This is an optimization exercise on Yosys and OpenROAD, whose aim is small area, a short achievable clock period and few clock cycles per item, not a production implementation.
Function was checked by simulation only, so behaviour that the tests miss may differ from the original.
No activity file was given, so power comes from the tool's default toggle rates.

`design/flow/config.mk`:
```
export PLATFORM = sky130hd
export DESIGN_NAME = tcodec_scalar
export DESIGN_NICKNAME = tcodec_scalar
export VERILOG_FILES = /design/flow/design.v
export SDC_FILE = /design/flow/constraint.sdc
export NUM_CORES = 4
export LEC_CHECK = 0
export ABC_AREA = 1
export CAP_MARGIN = 20
export CORE_MARGIN = 2
export CORE_UTILIZATION = 50
export PLACE_DENSITY = 0.62
export SETUP_SLACK_MARGIN = 5
export SLEW_MARGIN = 20
export SYNTH_MEMORY_MAX_BITS = 16384
```
`design/flow/constraint.sdc`:
```
create_clock -name core_clock -period 12.0 [get_ports {clk}]
set_input_delay 2.4000 -clock core_clock [delete_from_list [all_inputs] [get_ports {clk}]]
set_output_delay 2.4000 -clock core_clock [all_outputs]
set_load 0.01 [all_outputs]
```
`design/flow/design.v`:
```
module tcodec_scalar (
  input  wire         clk,
  input  wire         rst,
  input  wire         start,
  input  wire [10:0]  cmd,
  input  wire [31:0]  arg,
  input  wire [127:0] tin,
  output reg          done,
  output wire [3:0]   err,
  output wire [7:0]   detail,
  output reg  [5:0]   err_addr,
  output reg  [31:0]  result,
  output reg  [127:0] tout
);
  localparam [3:0] D_OK          = 4'h0;
  localparam [3:0] D_RESERVED_OP = 4'h1;
  localparam [3:0] D_NONZERO_N   = 4'h3;
  localparam [3:0] D_N_RANGE     = 4'h5;
  localparam [3:0] D_BAD_TRIT    = 4'hA;
  localparam [3:0] D_NAN_VALUE   = 4'hB;
  reg st_idle;    
  reg st_dec;     
  reg st_psh;     
  reg st_dig;     
  reg st_post;    
  reg st_sfin;    
  reg st_div;     
  reg st_dfin;    
  reg pc_dig;     
  reg pc_shr;     
  reg x3f;        
  reg slowf;      
  reg [1:0] ck;   
  reg cf;         
  reg [2:0] p3;   
  reg p1;         
  reg pend;       
  reg [3:0] qr;   
  reg [6:0] lz;   
  reg x3r;        
  reg  [3:0]   det;
  reg  [10:0]  cmd_r;
  reg  [31:0]  arg_r;
  reg  [127:0] R;
  reg  [6:0]   c1;       
  reg  [5:0]   c2;       
  reg          flag;     
  reg          ovf;      
  reg          sgn;      
  reg          ps;       
  assign detail = {4'h0, det};
  assign err    = {1'b0, ~det[3] & ~det[2] & det[0], 1'b0, det[3] | det[2]};
  wire [3:0] op = cmd_r[3:0];
  wire [6:0] n  = cmd_r[10:4];
  wire [6:0] n_half = (n + 7'd1) >> 1;
  wire op_senc = (op == 4'd1);
  wire op_sdec = (op == 4'd2);
  wire op_pack = (op == 4'd3);
  wire op_unpk = (op == 4'd4);
  wire n_zero  = (n == 7'd0);
  wire n_big   = (n > 7'd64);
  genvar gi;
  integer t;
  wire [7:0]  i_exp  = arg[30:23];
  wire        i_zero = (i_exp <= 8'd24) | (i_exp >= 8'd127);
  wire [23:0] i_m    = i_zero ? 24'd0 : {1'b1, arg[22:0]};
  wire        i_sdec = (cmd[3:0] == 4'd2);
  wire [6:0]  i_n    = cmd[10:4];
  wire        i_nan  = (i_exp == 8'hFF) && (arg[22:0] != 23'd0);
  wire        i_go   = (cmd[3:0] == 4'd1) && (i_n != 7'd0) && (i_n <= 7'd64) && !i_nan;
  wire        i_p0   = i_zero | (i_exp == 8'd126);
  wire        i_slow = ~i_zero & (i_exp < 8'd117);
  reg  [127:0] cap;
  always @(*) begin
    for (t = 0; t < 64; t = t + 1) begin
      if (i_sdec && !(t < i_n)) cap[2*t +: 2] = 2'b10;
      else                      cap[2*t +: 2] = tin[2*t +: 2];
    end
    if (cmd[3:0] == 4'd1) cap = {2'b00, 1'b1, i_m, 101'd0};
  end
  wire a_shr = (st_dec & pc_shr) | st_psh;
  wire a_dig = (st_dec & pc_dig) | st_dig;
  wire [7:0]  f_exp  = arg_r[30:23];
  wire [22:0] f_frac = arg_r[22:0];
  wire        f_neg  = arg_r[31];
  wire        f_nan  = (f_exp == 8'hFF) && (f_frac != 23'd0);
  wire        f_sat  = (f_exp >= 8'd127);           
  wire        f_tiny = (f_exp <= 8'd24);            
  wire [23:0] f_m    = (f_tiny | f_sat) ? 24'd0 : {1'b1, f_frac};
  wire [7:0]  f_p8   = 8'd126 - f_exp;
  wire [6:0]  f_p    = (f_tiny | f_sat) ? 7'd0 : f_p8[6:0];
  wire        f_p0   = (f_p == 7'd0);
  wire [6:0]  lim = op_pack ? 7'd5 : n;
  wire [63:0] tmask, tpos, tneg, tzero, tvoid, tbad;
  generate
    for (gi = 0; gi < 64; gi = gi + 1) begin : g_pl
      assign tmask[gi] = (gi < lim);
      assign tpos[gi]  =  R[2*gi] & ~R[2*gi+1];
      assign tneg[gi]  =  R[2*gi] &  R[2*gi+1];
      assign tzero[gi] = ~R[2*gi] & ~R[2*gi+1];
      assign tvoid[gi] = ~R[2*gi] &  R[2*gi+1];
      assign tbad[gi]  = tmask[gi] & tvoid[gi];
    end
  endgenerate
  wire t_neg, t_nz;
  tc_sign u_sign (.pos(tpos), .neg(tneg), .nz(t_nz), .sn(t_neg));
  wire       bad_found;
  wire [5:0] bad_idx;
  tc_lowest u_bad (.v(tbad), .found(bad_found), .idx(bad_idx));
  wire        f_in  = t_neg;
  wire [63:0] go_p, go_n;
  tc_bk #(.W(64)) u_cp (.g(tneg), .p(tzero), .go(go_p));    
  wire [63:0] ca_c  = f_in ? {go_n[62:0], 1'b0} : {go_p[62:0], 1'b0};
  tc_bk #(.W(64)) u_cn (.g(tpos), .p(tzero), .go(go_n));    
  reg  [127:0] sdec_next;
  reg          x;
  always @(*) begin
    for (t = 0; t < 64; t = t + 1) begin
      x = R[2*t+1] ^ f_in;                  
      sdec_next[2*t]   = tzero[t] | (R[2*t] & ~(ca_c[t] ^ x));
      sdec_next[2*t+1] = (R[2*t] & x & ca_c[t]) | (tzero[t] & ~ca_c[t]) | tvoid[t];
    end
  end
  wire         top  = ~slowf | (ck == 2'd3);
  wire         cut  = slowf & ~top;               
  wire [35:0]  ga   = slowf ? {R[31:0], 4'd0} : R[127:92];
  wire [37:0]  g2   = {1'b0, ga, 1'b0};            
  wire [37:0]  g8   = {ga[34:0], 3'b000};          
  wire [37:0]  gb   = x3f ? {g2[37], g2[36] & ~cut, g2[35:5], g2[4] | p1, g2[3:0]}
                          : {g8[37:36] & {2{~cut}}, g8[35:7], g8[6:4] | p3, g8[3:0]};
  wire [37:0]  ca   = {2'b00, ga};
  wire [37:0]  gg   = (ca & gb) | {34'd0, cf, 3'd0};    
  wire [37:0]  gp   = ca ^ gb;
  wire [37:0]  g_go;
  tc_bk #(.W(38)) u_add (.g(gg), .p(gp), .go(g_go));
  wire [37:0]  gsum = gp ^ {g_go[36:0], 1'b0};
  wire [3:0]   qd   = x3f ? {2'b00, gsum[35:34]} : gsum[37:34];
  wire         a_step = a_dig & top;              
  reg [1:0] d_hi, d_lo;
  always @(*) begin
    if (f_sat) begin
      d_hi = x3r ? 2'd1 : 2'd2;
      d_lo = 2'd2;
    end else if (x3r) begin
      d_hi = 2'd1;
      d_lo = qr[1:0];
    end else begin
      case (qr)
        4'd0: begin d_hi = 2'd0; d_lo = 2'd0; end
        4'd1: begin d_hi = 2'd0; d_lo = 2'd1; end
        4'd2: begin d_hi = 2'd0; d_lo = 2'd2; end
        4'd3: begin d_hi = 2'd1; d_lo = 2'd0; end
        4'd4: begin d_hi = 2'd1; d_lo = 2'd1; end
        4'd5: begin d_hi = 2'd1; d_lo = 2'd2; end
        4'd6: begin d_hi = 2'd2; d_lo = 2'd0; end
        4'd7: begin d_hi = 2'd2; d_lo = 2'd1; end
        default: begin d_hi = 2'd2; d_lo = 2'd2; end
      endcase
    end
  end
  function [1:0] dcode;
    input [1:0] d;
    input       ng;
    begin
      case (d)
        2'd0:    dcode = ng ? 2'b01 : 2'b11;
        2'd1:    dcode = 2'b00;
        default: dcode = ng ? 2'b11 : 2'b01;
      endcase
    end
  endfunction
  wire [3:0] pair = {dcode(d_hi, f_neg), dcode(d_lo, f_neg)};
  wire [24:0] cm_a   = R[125:101];
  wire [24:0] cm_b   = ~{1'b0, f_m};
  wire [24:0] cm_go;                                 
  tc_bk #(.W(25)) u_cm (.g((cm_a & cm_b) | {24'd0, cm_a[0] | cm_b[0]}),
                        .p(cm_a ^ cm_b), .go(cm_go));
  wire        adj_lt = ~f_sat & ~ovf & ~cm_go[24];   
  wire        lo0    = (d_lo == 2'd0);
  wire        hi0    = (d_hi == 2'd0);
  wire [6:0]  lz_nx  = ~lo0 ? 7'd0 : ~hi0 ? 7'd1 : lz + 7'd2;
  wire        a_go   = st_sfin & adj_lt;
  wire [1:0]  a_lo   = ~a_go ? d_lo : lo0 ? 2'd2 : d_lo - 2'd1;
  wire [1:0]  a_hi   = ~(a_go & lo0) ? d_hi : hi0 ? 2'd2 : d_hi - 2'd1;
  wire        a_up   = a_go & lo0 & hi0;             
  wire [7:0]  h_lt, h_eq, l_lt, l_eq;
  generate
    for (gi = 0; gi < 8; gi = gi + 1) begin : g_lz
      assign h_lt[gi] = (gi < lz[6:3]);
      assign h_eq[gi] = (gi == lz[6:3]);
      assign l_lt[gi] = (gi < lz[2:0]);
      assign l_eq[gi] = (gi == lz[2:0]);
    end
  endgenerate
  reg  [127:0] tout_adj;
  reg          z_below, z_at;
  always @(*) begin
    tout_adj[3:0] = {dcode(a_hi, f_neg), dcode(a_lo, f_neg)};
    for (t = 0; t < 62; t = t + 1) begin
      z_below = a_up & (h_lt[t/8] | (h_eq[t/8] & l_lt[t%8]));
      z_at    = a_up & h_eq[t/8] & l_eq[t%8];
      if (z_below)                                      
        tout_adj[2*t+4 +: 2] = {f_neg, 1'b1};
      else if (z_at)                                    
        tout_adj[2*t+4 +: 2] = (tout[2*t +: 2] == 2'b00) ? {~f_neg, 1'b1} : 2'b00;
      else
        tout_adj[2*t+4 +: 2] = tout[2*t +: 2];
    end
  end
  function [1:0] digit;             
    input [1:0] c;
    begin
      case (c)
        2'b11:   digit = 2'd0;
        2'b00:   digit = 2'd1;
        default: digit = 2'd2;
      endcase
    end
  endfunction
  wire [7:0] packed_byte = {6'd0, digit(R[1:0])}
                         + 8'd3  * {6'd0, digit(R[3:2])}
                         + 8'd9  * {6'd0, digit(R[5:4])}
                         + 8'd27 * {6'd0, digit(R[7:6])}
                         + 8'd81 * {6'd0, digit(R[9:8])};
  function [1:0] tcode;             
    input [7:0] d;
    begin
      case (d)
        8'd0:    tcode = 2'b11;
        8'd1:    tcode = 2'b00;
        default: tcode = 2'b01;
      endcase
    end
  endfunction
  wire [7:0] ub = arg_r[7:0];
  wire [9:0] unpacked = {tcode((ub / 8'd81) % 8'd3), tcode((ub / 8'd27) % 8'd3),
                         tcode((ub / 8'd9) % 8'd3),  tcode((ub / 8'd3) % 8'd3),
                         tcode(ub % 8'd3)};
  wire        p_neg   = t_nz & (ps ^ t_neg);       
  wire        qbit    = ~p_neg;
  wire [24:0] m_inc   = {1'b0, result[23:0]} + 25'd1;
  wire        m_ovf   = qbit & m_inc[24];
  wire [22:0] frac_f  = m_ovf ? 23'd0 : (qbit ? m_inc[22:0] : result[22:0]);
  wire [7:0]  exp_f   = {1'b0, c1} + {7'd0, m_ovf};
  wire        keep    = flag | qbit;
  wire [5:0]  c2_inc  = c2 + {5'd0, keep};
  reg  [3:0] dec_det;
  reg        dec_done;
  always @(*) begin
    dec_done = 1'b1;
    dec_det  = D_OK;
    if ((op == 4'd0) || (op > 4'd4))           dec_det = D_RESERVED_OP;
    else if ((op_pack | op_unpk) & ~n_zero)    dec_det = D_NONZERO_N;
    else if (op_pack) begin
      if (bad_found)                           dec_det = D_BAD_TRIT;
    end else if (op_senc) begin
      if (n_zero | n_big)                      dec_det = D_N_RANGE;
      else if (f_nan)                          dec_det = D_NAN_VALUE;
      else                                     dec_done = 1'b0;
    end else if (op_sdec) begin
      if (n_big)                               dec_det = D_N_RANGE;
      else if (n_zero)                         dec_det = D_OK;
      else if (bad_found)                      dec_det = D_BAD_TRIT;
      else if (t_nz)                           dec_done = 1'b0;
    end
  end
  wire [127:0] r_dig = ~slowf ? {2'b00, gsum[33:0], 92'd0} :       
                       top    ? {2'b00, gsum[33:4], R[127:32]} : {gsum[35:4], R[127:32]};
  always @(posedge clk) begin
    if (st_idle)      R <= cap;
    else if (a_shr)   R <= {R[127:125], 1'b0, R[124:1]};
    else if (st_post) R <= {R[127:126], R[124:0], 1'b0};
    else if (a_dig)   R <= r_dig;
    else              R <= sdec_next;
    if (st_idle) begin
      cmd_r  <= cmd;
      arg_r  <= arg;
      pc_dig <= i_go & i_p0;
      pc_shr <= i_go & ~i_p0;
      x3f    <= i_n[0];
      slowf  <= i_slow;
    end else if (a_step) begin
      x3f    <= 1'b0;
    end
    if (a_step) begin
      qr  <= qd;
      x3r <= x3f;
    end
    if (a_dig & ~top) begin
      ck <= ck + 2'd1;
      cf <= gsum[36];
      p3 <= ga[35:33];
      p1 <= ga[35];
    end else begin
      ck <= 2'd0;
      cf <= 1'b0;
      p3 <= 3'd0;
      p1 <= 1'b0;
    end
  end
  always @(posedge clk) begin
    if (rst) begin
      st_idle  <= 1'b1;
      st_dec   <= 1'b0;
      st_psh   <= 1'b0;
      st_dig   <= 1'b0;
      st_post  <= 1'b0;
      st_sfin  <= 1'b0;
      st_div   <= 1'b0;
      st_dfin  <= 1'b0;
      done     <= 1'b0;
      det      <= D_OK;
      err_addr <= 6'd0;
      result   <= 32'd0;
      tout     <= 128'd0;
      pend     <= 1'b0;
    end else begin
      done <= 1'b0;
      if (a_step) pend <= 1'b1;
      if ((pend & a_step) | st_sfin) begin
        tout <= tout_adj;
        lz   <= lz_nx;
      end
      if (st_idle && start) begin
        st_idle <= 1'b0;
        st_dec  <= 1'b1;
      end
      if (st_dec) begin
        st_dec <= 1'b0;
        c2     <= 6'd0;
        c1     <= 7'd127;
        flag   <= 1'b0;
        ovf    <= 1'b0;
        sgn    <= t_neg;
        ps     <= 1'b0;
        if (dec_done) begin
          st_idle  <= 1'b1;
          done     <= 1'b1;
          det      <= dec_det;
          err_addr <= (dec_det == D_BAD_TRIT) ? bad_idx : 6'd0;
          if (dec_det == D_OK) begin
            if (op_pack) result <= {24'd0, packed_byte};
            if (op_sdec) result <= 32'd0;
            if (op_unpk) tout   <= {118'd0, unpacked};
          end
        end else if (op_senc) begin
          tout <= 128'd0;
          lz   <= 7'd0;
          if (!f_p0) begin                     
            c1 <= f_p - 7'd1;
            c2 <= n_half[5:0];
            if (f_p == 7'd1) st_dig <= 1'b1;
            else             st_psh <= 1'b1;
          end else begin                       
            c1 <= 7'd0;
            c2 <= n_half[5:0] - 6'd1;
            if (n_half == 7'd1) st_sfin <= 1'b1;
            else                st_dig  <= 1'b1;
          end
        end else
          st_div <= 1'b1;
      end
      if (st_psh) begin
        c1 <= c1 - 7'd1;
        if (c1 == 7'd1) begin
          st_psh <= 1'b0;
          st_dig <= 1'b1;
        end
      end
      if (st_dig & top) begin
        c2 <= c2 - 6'd1;
        if (c2 == 6'd1) begin
          c1     <= f_p;
          st_dig <= 1'b0;
          if (f_p0) st_sfin <= 1'b1;
          else      st_post <= 1'b1;
        end
      end
      if (st_post) begin
        ovf <= ovf | R[125];
        c1  <= c1 - 7'd1;
        if (c1 == 7'd1) begin
          st_post <= 1'b0;
          st_sfin <= 1'b1;
        end
      end
      if (st_sfin) begin
        pend     <= 1'b0;
        det      <= D_OK;
        err_addr <= 6'd0;
        done     <= 1'b1;
        st_sfin  <= 1'b0;
        st_idle  <= 1'b1;
      end
      if (st_div) begin
        if (!flag) c1 <= c1 - 7'd1;
        if (qbit) flag <= 1'b1;
        ps <= p_neg;
        if (keep) result <= {result[30:0], qbit};
        c2 <= c2_inc;
        if (c2_inc == 6'd24) begin
          st_div  <= 1'b0;
          st_dfin <= 1'b1;
        end
      end
      if (st_dfin) begin
        result   <= {sgn, exp_f, frac_f};
        det      <= D_OK;
        err_addr <= 6'd0;
        done     <= 1'b1;
        st_dfin  <= 1'b0;
        st_idle  <= 1'b1;
      end
    end
  end
endmodule
module tc_bk #(parameter W = 8) (
  input  wire [W-1:0] g,
  input  wire [W-1:0] p,
  output reg  [W-1:0] go
);
  function integer tc_top;
    input integer w;
    integer k;
    begin
      tc_top = 1;
      for (k = 0; k < 16; k = k + 1)
        if (2 * tc_top < w) tc_top = 2 * tc_top;
    end
  endfunction
  localparam integer TOP = tc_top(W);
  reg [W-1:0] pp;
  integer l, i;
  always @(*) begin
    go = g;
    pp = p;
    for (l = 1; l < W; l = l * 2)
      for (i = 2 * l - 1; i < W; i = i + 2 * l) begin
        go[i] = go[i] | (pp[i] & go[i-l]);
        pp[i] = pp[i] & pp[i-l];
      end
    for (l = TOP; l >= 1; l = l / 2)
      for (i = 3 * l - 1; i < W; i = i + 2 * l)
        go[i] = go[i] | (pp[i] & go[i-l]);
  end
endmodule
module tc_sign (
  input  wire [63:0] pos,
  input  wire [63:0] neg,
  output wire        nz,
  output wire        sn
);
  reg [63:0] z, s;
  integer l, i;
  always @(*) begin
    z = pos | neg;
    s = neg;
    for (l = 1; l < 64; l = l * 2)
      for (i = 0; i < 64; i = i + 2 * l) begin
        s[i] = z[i+l] ? s[i+l] : s[i];
        z[i] = z[i] | z[i+l];
      end
  end
  assign nz = z[0];
  assign sn = s[0];
endmodule
module tc_lowest (
  input  wire [63:0] v,
  output wire        found,
  output wire [5:0]  idx
);
  reg [63:0]  f;
  reg [383:0] x;
  integer l, i, k;
  always @(*) begin
    f = v;
    x = 384'd0;
    k = 0;
    for (l = 1; l < 64; l = l * 2) begin
      for (i = 0; i < 64; i = i + 2 * l) begin
        if (!f[i]) x[6*i +: 6] = x[6*(i+l) +: 6] | l[5:0];
        f[i] = f[i] | f[i+l];
      end
    end
  end
  assign found = f[0];
  assign idx   = x[5:0];
endmodule
```
`design/flow/flow/run.sh`:
```
#!/bin/bash
set -euo pipefail
bash standard.sh SETUP_SLACK_MARGIN=7.5 \
  "BUFFER_PORTS_ARGS=-buffer_cell sky130_fd_sc_hd__buf_1" finish > flow_standard.log 2>&1
```
`design/flow/standard.sh`:
```
#!/bin/bash
# synth_recipe.tcl (not shown) runs the flow's synth.tcl, then flattens the netlist and writes it again
# the make line also repeats each setting of config.mk as NAME=value (left out here)
make -C /OpenROAD-flow-scripts/flow DESIGN_CONFIG=/design/flow/config.mk WORK_HOME=/design/flow/orfs CLKGATE_MAP_FILE= SYNTH_SCRIPT=/design/flow/synth_recipe.tcl "${@:-finish}"
```
==> out/qor.yml, run 1 <==
status: "no timing/DRC/antenna violations"
worstHoldPathType: "reg2reg"
yosys.area_share.adder_pct: 6.37
holdWs_ps: 430
drive_gt1_share_pct: 12.6
period_share_pct: 39.6
antenna_left: 0
fin_nets: 6804
cp-startpoint: "slowf"
peakVddDrop_v: 0.000132
post-dp-hpwl_mm: 127
syn_inst: 6074
core_um2: 74400
syn_avg_cell_area_um2: 6.19
initial_core_util_pct: 50.5
ys.flop_type: "dfxtp_1"
fillers: 7296
wl_mm: 178
die_h_um: 278
cp_num_buf_inv: 5
p_per_area_nw_per_um2: 165
clkSinkCount: 390
setup_tns_ps: 0
io_buffers: 346
io_pins: 353
drv_cap: 0
wl_per_cell_um: 23.8
row_count: 100
critPathMaxFanout: 5
grt_pass1_vias: 41900
synth_top_family_by_area: "compound AO/OA/AOI/OAI gates"
grt_pass1_wl_mm: 258
yosysWarnings: 6
cts_tree: "built"
drc_errors: 0
worstRegToRegCells: 30
finalClockSkew_ps: 29.3
ff_latch_area_um2: 8650
crit_slowest_cell: "edfxtp_1"
whs_path_depth: 1
cp.required_ps: 12370
reg2reg_to: "R[127]"
synth-edff-count: 80
clk_latency_ps: 650
cp_slowest_stage_delay_ps: 440
synthSimpleGateAreaFrac_pct: 27.5
clockBufferDepth: 3
crit_type: "reg2reg"
synth_compound_area_share_pct: 28.8
relSlewSlack_pct: 21.0
cts_root_buffer: "clkbuf_16"
async_reset_ff_share_pct: 0
worst_pin_slew_ps: 1180
antenna_found_initial: 17
synthMuxAreaShare_pct: 0.213
cp.depth: 30
layout.cells.non_filler: 7475
cp_common_cell: "nand2_1"
rsz0062_at_grt: "true"
dr.pass1.iters: 8
synth_xor_area_share_pct: 2.54
crit_path_end: "R[127]"
dieArea_um2: 77300
ys_seq_area_share_pct: 22.9
p_leak_nw: 19.5
initialDrtViolationCount: 6211
cts_buffers: 51
ys_types: 79
clk_pin_slew_ps: 60
fin_crit_ps: 4750
multi_input_area_um2: 26300
chipWidth_um: 278
dpl.cell_count: 7137
areaGrowthSynthToFinish_pct: 20.1
hold_buffers: 0
crit_family: "compound AO/OA/AOI/OAI gates"
grt_max_degree: 127
rrSetupSlack_ps: 7250
critPathArrivalTime_ps: 5120
synth_seq_cells: 390
r2r_start: "slowf"
finalSetupViolCount: 0
syn_area_um2: 37600
startpoint_type: "flop"
end_kind: "flop"
place.gp.congestion: 1.07
drv_slew: 0
via_per_inst: 6.28
vias: 46900
overflow: 0
max_freq_mhz: 211
htree_levels: 2
finalHoldViolations: 0
grt_usage_pct: 43.2
==> layout make-up <==
type | count | share of cell area (%)
diodes | 9 | 0.0499
clock buffers | 78 | 3.46
clock inverters | 17 | 0.560
inverters | 830 | 7.16
multi-input cells | 4561 | 58.2
flip-flops and latches | 390 | 19.2
well taps | 969 | 2.69
repair buffers | 615 | 8.63
repair inverters | 6 | 0.0915
==> state kept, by name, indices dropped and copies added, names as in the netlist, 2 cells and up, named ones only <==
register  cells
R           127
arg_r        32
c1            7
c2            6
ck            2
cmd_r        11
det           4
err_addr      6
lz            7
p3            3
qr            4
result       32
tout        128
==> worst min-delay path by stage <==
| stage | from | end | slack (ps) |
|---|---|---|---|
| global route | ck[0] | ck[0] | 440 |
| CTS | ck[0] | ck[0] | 430 |
| floorplan | ck[0] | ck[0] | 400 |
| global placement | ck[0] | ck[0] | 410 |
| detailed placement | ck[0] | ck[0] | 420 |
| finish | ck[0] | ck[0] | 430 |
==> report_power, final <==
group	switching [mW]	leakage [nW]	total [mW]	internal [mW]
Sequential	0.246	3.34	1.70	1.46
Clock	0.693	0.891	1.68	0.985
Combinational	2.59	15.3	4.08	1.49
Total	3.52	19.5	7.46	3.94
==> Yosys cell counts, drive strengths merged (22+ instances only) <==
cell | count | area [um^2]
nand2 | 1188 | 4540
inv | 815 | 3060
o21ai | 704 | 3540
nor2 | 697 | 2680
a21oi | 488 | 2480
nand3 | 342 | 1740
dfxtp | 310 | 6210
clkbuf | 253 | 950
o211ai | 160 | 1230
ha | 148 | 1850
a31oi | 93 | 582
xor2 | 93 | 815
edfxtp | 80 | 2400
nor3 | 78 | 434
nand4 | 68 | 455
o22ai | 57 | 357
o221ai | 53 | 464
o311ai | 48 | 420
buf | 47 | 290
or2 | 41 | 257
fa | 27 | 541
a32oi | 24 | 210
o31ai | 23 | 173
a41oi | 22 | 193
==> cell families after synthesis <==
kind of cell | after synthesis
compound gates | 1811
xor+xnor | 109
fa+ha+maj | 175
buf+inv | 1130
flops | 390
mux | 8
other cells | 1
simple gates | 2450
==> per-layer routing <==
layer	vias up	share of wire (%)	wire length [um]	GRT usage (%)
li1	21500	-	-	-
met1	21600	38	67800	55.5
met2	3030	42	74600	64.7
met3	715	12	20700	9.69
met4	12	8.3	14700	29.4
met5	-	0.042	75	0
==> what timing repair did <==
action                     CTS  global route
buffers inserted           104           110
cloned                      15             5
pin swaps                   51           121
setup endpoints to repair  289           270
gates resized for setup    246           329
==> metrics by stage <==
stage | utilization [%] | total power [mW] | setup WS, ps | area, um^2
after global placement | 52.7 | 4.96 | 5460 | 39300
after CTS | 57.7 | 6.97 | 7410 | 43000
after global routing | 60.6 | 7.87 | 7060 | 45100
final | 60.6 | 7.46 | 7250 | 45100
after detailed placement | 52.7 | 4.97 | 5720 | 39300
after floorplan | - | 3.99 | 7540 | 37600
==> layout by cell type, fill, tap and decap left out, types with 26 or more instances in the layout <==
| cell | Yosys | layout |
|---|---|---|
| ha_1 | 148 | 123 |
| or2_2 | 40 | 35 |
| dfxtp_1 | 310 | 291 |
| xor2_1 | 93 | 87 |
| a21oi_1 | 483 | 469 |
| nor2_1 | 683 | 629 |
| nand2_2 | 19 | 62 |
| inv_2 | 19 | 44 |
| inv_1 | 795 | 747 |
| o311ai_0 | 48 | 48 |
| clkbuf_16 | 0 | 54 |
| nand3_2 | 5 | 26 |
| nand4_1 | 66 | 66 |
| nor2_4 | 2 | 44 |
| buf_4 | 7 | 211 |
| o21ai_0 | 638 | 575 |
| o211ai_1 | 155 | 155 |
| buf_1 | 15 | 344 |
| nand2_4 | 4 | 26 |
| nand2_1 | 1165 | 1096 |
| buf_6 | 9 | 31 |
| o221ai_1 | 53 | 53 |
| o21ai_1 | 64 | 97 |
| nand3_1 | 337 | 311 |
| nor3_1 | 73 | 62 |
| edfxtp_1 | 80 | 80 |
| o22ai_1 | 57 | 55 |
| a31oi_1 | 93 | 90 |
==> worst reg2reg max path, delay by kind of cell (launching register included) <==
| family | cells | cell delay (ps) |
|---|---|---|
| AOI/OAI and AO/OA | 10 | 1370 |
| xor gates and xnor gates | 1 | 150 |
| adders and majority gates | 2 | 760 |
| buffers and inverters | 5 | 750 |
| DFF | 1 | 440 |
| and+or+nand+nor | 12 | 1030 |
Testbench counts, summed over its fixed seeds: cycles 174,021, items 8,000.
==> inputs of run 2 (changes only) <==
--- a/design/flow/config.mk
+++ b/design/flow/config.mk
@@ -9,6 +9,8 @@
 export CAP_MARGIN = 20
 export CORE_MARGIN = 2
 export CORE_UTILIZATION = 50
+export CTS_CLUSTER_DIAMETER = 100
+export CTS_CLUSTER_SIZE = 30
 export PLACE_DENSITY = 0.62
 export SETUP_SLACK_MARGIN = 5
 export SLEW_MARGIN = 20
==> run 2 against run 1 <==
Compared with the run above: clock power decreased by about 30%; flip-flop and latch count stayed put; sequential power about the same; worst hold slack gained 6.2 ps; global-route usage about the same; via count about the same; design area decreased by 1.7%; setup slack worse by 63 ps; largest cell class unchanged; wire length increased by 0.28%.
==> out/qor.yml, run 2 <==
clockBufferDepth: 3  # unchanged
reg2reg_to: "tout[2]"
synth-edff-count: 80  # unchanged
syn_avg_cell_area_um2: 6.19  # unchanged
syn_area_um2: 37600  # unchanged
antenna_left: 0  # unchanged
multi_input_area_um2: 26300  # +0.20%
largest_reg_flops: 128  # unchanged
critPathArrivalTime_ps: 5370  # +250 ps
seqPwrFrac_pct: 24.2  # +1.4 points
vias: 46900  # -0.043%
clk_latency_ps: 660  # about the same
drc_errors: 0  # unchanged
peakVddDrop_v: 0.000133  # +0.90%
yosysTopAreaCell: "dfxtp_1"
overflow: 0  # unchanged
synth_common_cells: "1165 x nand2_1, 795 x inv_1, 683 x nor2_1, 638 x o21ai_0, 483 x a21oi_1"
max_freq_mhz: 208  # -1.3%
ff_latch_area_um2: 8650  # about the same
async_reset_ff_share_pct: 0  # unchanged
grt_usage_pct: 43.2  # about the same
crit_slowest_cell: "edfxtp_1"
row_count: 100  # unchanged
syn_inst: 6074  # unchanged
max_flop_register: "tout"
cp.depth: 41  # +37%
internal_power_mw: 3.48  # -12%
critPathMaxFanout: 6  # +1
crit_path_end: "tout[2]"
htree_levels: 1  # -1
period_share_pct: 40.1  # +0.52 points
wl_mm: 178  # +0.28%
chipWidth_um: 278  # unchanged
antenna_found_initial: 14  # -3
rrSetupSlack_ps: 7190  # -60 ps
final_cell_mix: "1093 x nand2_1, 750 x inv_1, 624 x nor2_1"
rsz0062_at_grt: "true"
clock_power_share_pct: 16.8  # -5.7 points
setup_tns_ps: 0  # unchanged
switching_share_pct: 50.4  # +3.1 points
via_per_inst: 6.31  # +0.44%
end_kind: "flop"
cp_common_cell: "nand2_2"
finalHoldViolations: 0  # unchanged
core_um2: 74400  # unchanged
dr.pass1.iters: 7  # -1
grt_pass1_wl_mm: 258  # +0.20%
die_h_um: 278  # unchanged
wl_met2_mm: 74.3  # -0.39%
reg_top3: "tout x128, R x127"
p_leak_nw: 19.2  # -1.8%
routed.top_layer: "met5"
cp.required_ps: 12560  # +190 ps
fin_nets: 6792  # -0.18%
clkSinkCount: 390  # unchanged
power_frac_comb_pct: 59.0  # +4.3 points
synth_seq_cells: 390  # unchanged
dpl.cell_count: 7137  # unchanged
worst_pin_slew_ps: 1300  # +127 ps
cts_buffers: 28  # -45%
place.gp.congestion: 1.07  # unchanged
startpoint_type: "flop"
layout.cells.non_filler: 7439  # -0.48%
wl_per_cell_um: 24.0  # +0.76%
relSlewSlack_pct: 12.4  # -8.5 points
finalClockSkew_ps: 32.9  # +3.63 ps
io_pins: 353  # unchanged
drv_slew: 0  # unchanged
cp_num_buf_inv: 7  # +2
grt_max_degree: 127  # unchanged
p_switching_mw: 3.53  # +0.19%
post-dp-hpwl_mm: 127  # unchanged
wl_met1_mm: 67.9  # +0.20%
crit_type: "reg2reg"
io_buffers: 346  # unchanged
yosysWarnings: 6  # unchanged
cp-startpoint: "arg_r[6]"
r2r_start: "arg_r[6]"
clk_pin_slew_ps: 110  # +50 ps
fillers: 7362  # +0.90%
ys.flop_type: "dfxtp_1"
dieArea_um2: 77300  # unchanged
yosysMostFrequentCell: "nand2_1"
ys_types: 79  # unchanged
worstHoldPathType: "reg2reg"
route.met3.wl_mm: 20.7  # -0.44%
areaGrowthSynthToFinish_pct: 18.1
fin_crit_ps: 4810  # +62.6 ps
mostFrequentLayoutCell: "nand2_1"
synth_top_area_share_pct: 16.5  # unchanged
finalSetupViolCount: 0  # unchanged
drive_gt1_share_pct: 12.5  # -0.17 points
ys_seq_area_share_pct: 22.9  # unchanged
cp_slowest_stage_delay_ps: 560  # +120 ps
cts_root_buffer: "clkbuf_16"
cts_tree: "built"
grt_pass1_vias: 41800  # -0.37%
drv_cap: 0  # unchanged
initialDrtViolationCount: 6671  # +7.4%
initial_core_util_pct: 50.5  # unchanged
synthTopCellsByArea: "dfxtp_1 17%, nand2_1 12%, o21ai_0 8.5%, inv_1 7.9%, nor2_1 6.8%"
p_per_area_nw_per_um2: 158  # -4.5%
status: "no timing/DRC/antenna violations"
crit_family: "simple AND/OR/NAND/NOR gates"
worstRegToRegCells: 41  # +37%
run 2: per-stage QoR:
stage | instance area [um^2] | setup slack, ps | total power, mW | utilization, % | hold WS [ps]
2_1_floorplan | 37600 | 7540 | 3.99 | - | 399
3_3_place_gp | 39300 | 5460 | 4.96 | 52.7 | 415
3_5_place_dp | 39300 | 5720 | 4.97 | 52.7 | 423
4_1_cts | 42300 | 7400 | 6.50 | 56.9 | 438
5_1_grt | 44400 | 6970 | 7.40 | 59.6 | 450
6_report | 44400 | 7190 | 7.01 | 59.6 | 436
run 2: area by class of cell:
class                      count  share of cell area, %
multi-input combinational   4561                   59.3
sequential                   390                   19.5
timing repair buffer         627                   8.75
inverter                     830                   7.25
tap                          969                   2.73
clock buffer                  31                   1.65
clock inverter                21                  0.725
timing repair inverter         5                 0.0818
antenna                        5                 0.0282
run 2: worst min-delay path by stage:
stage / startpoint / to / slack (ps) / cells after the start
after floorplan: ck[0] / ck[0] / 400 / 1
after detailed placement: ck[0] / ck[0] / 420 / 1
after CTS: ck[0] / ck[0] / 440 / 1
after global placement: ck[0] / ck[0] / 410 / 1
after global routing: ck[0] / ck[0] / 450 / 1
final: ck[0] / ck[0] / 440 / 1
run 2: layer usage:
metal	vias up	track usage (%)
met3	701	9.11
met1	21700	56.0
li1	21500	-
met5	-	0
met4	14	30.0
met2	3031	64.2
run 2: cell families (layout without fill, tap and decap cells):
group | after synthesis | after routing | share of synthesized area (%)
xor gates and xnor gates | 109 | 109 | 2.54
DFF | 390 | 390 | 22.9
muxes | 8 | 8 | 0.213
other | 1 | 11 | 0.00998
and+or+nand+nor | 2450 | 2451 | 27.5
buffers and inverters | 1130 | 1514 | 11.6
AOI/OAI and AO/OA | 1811 | 1812 | 28.8
adders and majority gates | 175 | 175 | 6.37
run 2: power groups by stage:
| stage | sequential [mW] | combinational (mW) | clock [mW] |
|---|---|---|---|
| 2_1_floorplan | 1.57 | 2.42 | 0 |
| 3_3_place_gp | 1.71 | 3.24 | 0 |
| 3_5_place_dp | 1.71 | 3.26 | 0 |
| 4_1_cts | 1.68 | 3.65 | 1.17 |
| 5_1_grt | 1.71 | 4.48 | 1.21 |
| 6_report | 1.70 | 4.13 | 1.18 |
run 2: what timing repair did:
item,4_1_cts,5_1_grt
setup buffers,116,112
gates cloned,15,2
setup endpoints to repair,290,275
pin swaps,62,112
resized for setup,256,312
hold buffers,0,0
==> inputs of run 3 (changes only) <==
--- a/design/flow/design.v
+++ b/design/flow/design.v
@@ -91,22 +91,21 @@
   wire [6:0]  f_p    = (f_tiny | f_sat) ? 7'd0 : f_p8[6:0];
   wire        f_p0   = (f_p == 7'd0);
   wire [6:0]  lim = op_pack ? 7'd5 : n;
-  wire [63:0] tmask, tpos, tneg, tzero, tvoid, tbad;
+  wire [63:0] tpos, tneg, tzero, tvoid;
   generate
     for (gi = 0; gi < 64; gi = gi + 1) begin : g_pl
-      assign tmask[gi] = (gi < lim);
       assign tpos[gi]  =  R[2*gi] & ~R[2*gi+1];
       assign tneg[gi]  =  R[2*gi] &  R[2*gi+1];
       assign tzero[gi] = ~R[2*gi] & ~R[2*gi+1];
       assign tvoid[gi] = ~R[2*gi] &  R[2*gi+1];
-      assign tbad[gi]  = tmask[gi] & tvoid[gi];
     end
   endgenerate
   wire t_neg, t_nz;
   tc_sign u_sign (.pos(tpos), .neg(tneg), .nz(t_nz), .sn(t_neg));
-  wire       bad_found;
+  wire       v_found;
   wire [5:0] bad_idx;
-  tc_lowest u_bad (.v(tbad), .found(bad_found), .idx(bad_idx));
+  tc_lowest u_bad (.v(tvoid), .found(v_found), .idx(bad_idx));
+  wire       bad_found = v_found & ({1'b0, bad_idx} < lim);
   wire        f_in  = t_neg;
   wire [63:0] go_p, go_n;
   tc_bk #(.W(64)) u_cp (.g(tneg), .p(tzero), .go(go_p));    
--- a/design/flow/config.mk
+++ b/design/flow/config.mk
@@ -9,8 +9,8 @@
 export CAP_MARGIN = 20
 export CORE_MARGIN = 2
 export CORE_UTILIZATION = 50
-export CTS_CLUSTER_DIAMETER = 100
-export CTS_CLUSTER_SIZE = 30
+export CTS_CLUSTER_DIAMETER = 80
+export CTS_CLUSTER_SIZE = 20
 export PLACE_DENSITY = 0.62
 export SETUP_SLACK_MARGIN = 5
 export SLEW_MARGIN = 20
==> run 3 against run 2 <==
Compared with the run above: synthesized area is 0.67% lower; total power up 0.23%; maximum frequency is 2.5% higher; flip-flop and latch count unchanged; design area is 1.4% lower; die area down 0.66%; worst hold slack improved by 19 ps; wire length decreased by 6.2%; synthesized cell count fell by 2.5%; clock skew rose by 24 ps; largest cell class unchanged.
==> out/qor.yml, run 3 <==
end_kind: "flop"
grt_usage_pct: 41.0  # -2.2 points
reg_top3: "tout x128, R x127"
reg2reg_to: "R[126]"
initialDrtViolationCount: 5007  # -25%
drive_gt1_share_pct: 11.8  # -0.70 points
p_per_area_nw_per_um2: 161  # +1.7%
worstHoldPathType: "reg2reg"
wl_per_cell_um: 23.1  # -3.7%
post-dp-hpwl_mm: 121  # -4.6%
cp_common_cell: "nand2_1"
clkSinkCount: 390  # unchanged
drv_cap: 0  # unchanged
status: "no timing/DRC/antenna violations"
layout.cells.non_filler: 7247  # -2.6%
ys_types: 82  # +3.8%
finalWorstSetupSlack_ps: 7310  # +117 ps
period_share_pct: 39.1  # -0.97 points
critPathMaxFanout: 7  # +1
dpl-instance-area_um2: 39200  # -0.29%
synth_common_cells: "1126 x nand2_1, 792 x inv_1, 620 x nor2_1, 588 x o21ai_0, 448 x a21oi_1"
synth_compound_area_share_pct: 27.7  # -1.1 points
io_pins: 353  # unchanged
cp_num_buf_inv: 4  # -3
worstRegToRegCells: 27  # -34%
crit_type: "reg2reg"
cts_root_buffer: "clkbuf_16"
routed.top_layer: "met5"
overflow: 0  # unchanged
initial_core_util_pct: 50.3  # -0.17 points
synthTopCellsByArea: "dfxtp_1 17%, nand2_1 11%, inv_1 8.0%, o21ai_0 7.9%, edfxtp_1 6.4%"
async_reset_ff_share_pct: 0  # unchanged
die_h_um: 277  # -0.33%
wl_met2_mm: 73.0  # -1.7%
clk_pin_slew_ps: 80  # -30 ps
drv_slew: 0  # unchanged
p_leak_nw: 18.6  # -3.2%
largest_reg_flops: 128  # unchanged
syn_inst: 5921  # -2.5%
finalClockSkew_ps: 57.4  # +24.5 ps
cp-startpoint: "slowf"
cts_buffers: 37  # +32%
hold_buffers: 0  # unchanged
wl_met1_mm: 63.1  # -7.1%
io_buffers: 346  # unchanged
cp_slowest_stage_delay_ps: 540  # -20 ps
max_freq_mhz: 213  # +2.5%
peakVddDrop_v: 0.000120  # -9.6%
utilization_pct: 58.9  # -0.67 points
antenna_left: 0  # unchanged
setup_tns_ps: 0  # unchanged
finalHoldViolations: 0  # unchanged
startpoint_type: "flop"
grt_pass1_vias: 40600  # -2.8%
row_count: 100  # unchanged
route.met3.wl_mm: 15.5  # -25%
yosysMostFrequentCell: "nand2_1"
yosys.area_share.adder_pct: 6.58  # +0.21 points
cts_tree: "built"
wl_mm: 167  # -6.2%
clockBufferDepth: 3  # unchanged
rrSetupSlack_ps: 7310  # +120 ps
synthMuxAreaShare_pct: 0.0268  # -0.19 points
grt_pass1_wl_mm: 244  # -5.5%
synth-edff-count: 80  # unchanged
clk_latency_ps: 640  # -20 ps
syn_area_um2: 37300  # -0.67%
pre_cts_slack_ps: 6170  # +448 ps
max_flop_register: "tout"
antenna_found_initial: 10  # -4
relSlewSlack_pct: 12.9  # +0.47 points
crit_family: "compound AO/OA/AOI/OAI gates"
ys_seq_area_share_pct: 23.1  # +0.15 points
htree_levels: 2  # +1
worst_pin_slew_ps: 1290  # -13.4 ps
dr.pass1.iters: 6  # -1
synth_top_family_by_area: "compound AO/OA/AOI/OAI gates"
design_area_um2: 43700  # -1.4%
vias: 44600  # -4.9%
synth_xor_area_share_pct: 3.41  # +0.87 points
drc_errors: 0  # unchanged
critPathArrivalTime_ps: 5080  # -290 ps
crit_slowest_cell: "edfxtp_1"
synth_seq_cells: 390  # unchanged
cp.depth: 27  # -34%
syn_avg_cell_area_um2: 6.30  # +1.9%
core_um2: 74200  # -0.34%
ys.flop_type: "dfxtp_1"
dieArea_um2: 76800  # -0.66%
finalSetupViolCount: 0  # unchanged
dpl.cell_count: 7000  # -1.9%
fin_crit_ps: 4690  # -117 ps
r2r_start: "slowf"
yosysWarnings: 6  # unchanged
synth_top_area_share_pct: 16.6  # +0.11 points
mostFrequentLayoutCell: "nand2_1"
areaGrowthSynthToFinish_pct: 17.2
via_per_inst: 6.15  # -2.4%
synthSimpleGateAreaFrac_pct: 27.7  # +0.17 points
place.gp.congestion: 1.06  # -1.5%
crit_path_end: "R[126]"
cp.required_ps: 12390  # -170 ps
fin_nets: 6599  # -2.8%
chipWidth_um: 277  # -0.33%
final_cell_mix: "1087 x nand2_1, 755 x inv_1, 594 x nor2_1"
yosysTopAreaCell: "dfxtp_1"
rsz0062_at_grt: "true"
grt_max_degree: 150  # +18%
-- run 3: changes by cell type in the layout (fill, tap and decap cells not counted), moves of 18 or more --
cell and change:
o21ai_1 -46, a21oi_1 -37, buf_6 +21, buf_4 -78, nor3_1 +25, nor2_1 -30
nand3_1 -46, o21ai_0 -38, a41oi_1 -20, xor2_1 +18
-- run 3: layout make-up --
class	count	area, um^2
flip-flops and latches	390	8670
well taps	969	1210
clock buffers	43	1010
multi-input cells	4417	25900
diodes	5	12.5
clock inverters	24	297
repair inverters	2	10.0
repair buffers	568	3460
inverters	829	3190
fillers	7334	30500
-- run 3: report_power, final --
part | leakage (nW) | total (mW) | switching (mW) | internal, mW
Sequential | 3.35 | 1.68 | 0.226 | 1.46
Combinational | 14.6 | 3.98 | 2.52 | 1.46
Clock | 0.640 | 1.36 | 0.678 | 0.682
-- run 3: worst min path at each step --
| stage | cells after the start | end | start |
|---|---|---|---|
| floorplan | 1 | ck[0] | ck[0] |
| global placement | 1 | ck[0] | ck[0] |
| detailed placement | 1 | ck[0] | ck[0] |
| CTS | 1 | ck[0] | ck[0] |
| global route | 1 | ck[0] | ck[0] |
| finish | 1 | ck[0] | ck[0] |
-- run 3: per-layer routing --
metal	vias to the layer above	global-route usage (%)
met1	20500	49.2
met3	616	7.26
met2	2533	64.6
li1	20900	-
met5	-	0
met4	10	33.3
-- run 3: kinds of logic (layout without fill, tap and decap cells) --
family,count (synthesis),after routing
AND/OR/NAND/NOR,2384,2384
AO/OA/AOI/OAI,1709,1709
buffers and inverters,1119,1466
flip-flops,390,390
adder cells (fa/ha/maj),180,180
XOR/XNOR,137,137
other,1,11
multiplexers,1,1
-- run 3: per-stage QoR --
stage	total power, mW	hold WS, ps
after floorplan	4.10	399
after global placement	5.01	413
after detailed placement	5.03	413
after CTS	6.60	426
after global routing	7.46	462
final	7.03	455
-- run 3: what timing repair did --
action / CTS / global route
setup buffers: 75 / 88
gates cloned: 6 / 6
endpoints found under the setup margin: 293 / 251
resized for setup: 199 / 288
pin swaps: 42 / 112
Testbench counts of run 3, summed over its fixed seeds: cycles 174,021, items 8,000.

[re-timing with driven ports]
No port has a modelled driver above. Below, the same layouts with a new extraction and two added sets of constraints. Step 1: set_driving_cell puts a clkbuf_16 on clk and a buf_2 on each other input, an assumption about the parent block. Step 2 adds t to the input delays and takes it off the output delays; t is the mean of the earliest and latest rising clock arrival at the registers after step 1. Input paths then give back, and output paths get back, about the clock's delay inside the block. Slacks: ideal ports / drivers / drivers and shift; pairs: ideal ports / drivers.
run | shift t [ns] | setup slack, ns | worst setup path at the end | worst data-port slew with drivers (ns) | pins driven straight from the clock port
run 1 | 0.704 | 7.253 / 7.253 / 6.676 | input to register | 0.12 | 1
run 2 | 0.720 | 7.190 / 7.190 / 6.659 | input to register | 0.12 | 1
run 3 | 0.685 | 7.307 / 7.307 / 6.830 | input to register | 0.13 | 1
After both steps setup and hold are still met in every run listed. For run 1, which loses most, drivers alone change the setup slack by 0.000 ns; drivers and shift together by -0.577 ns.
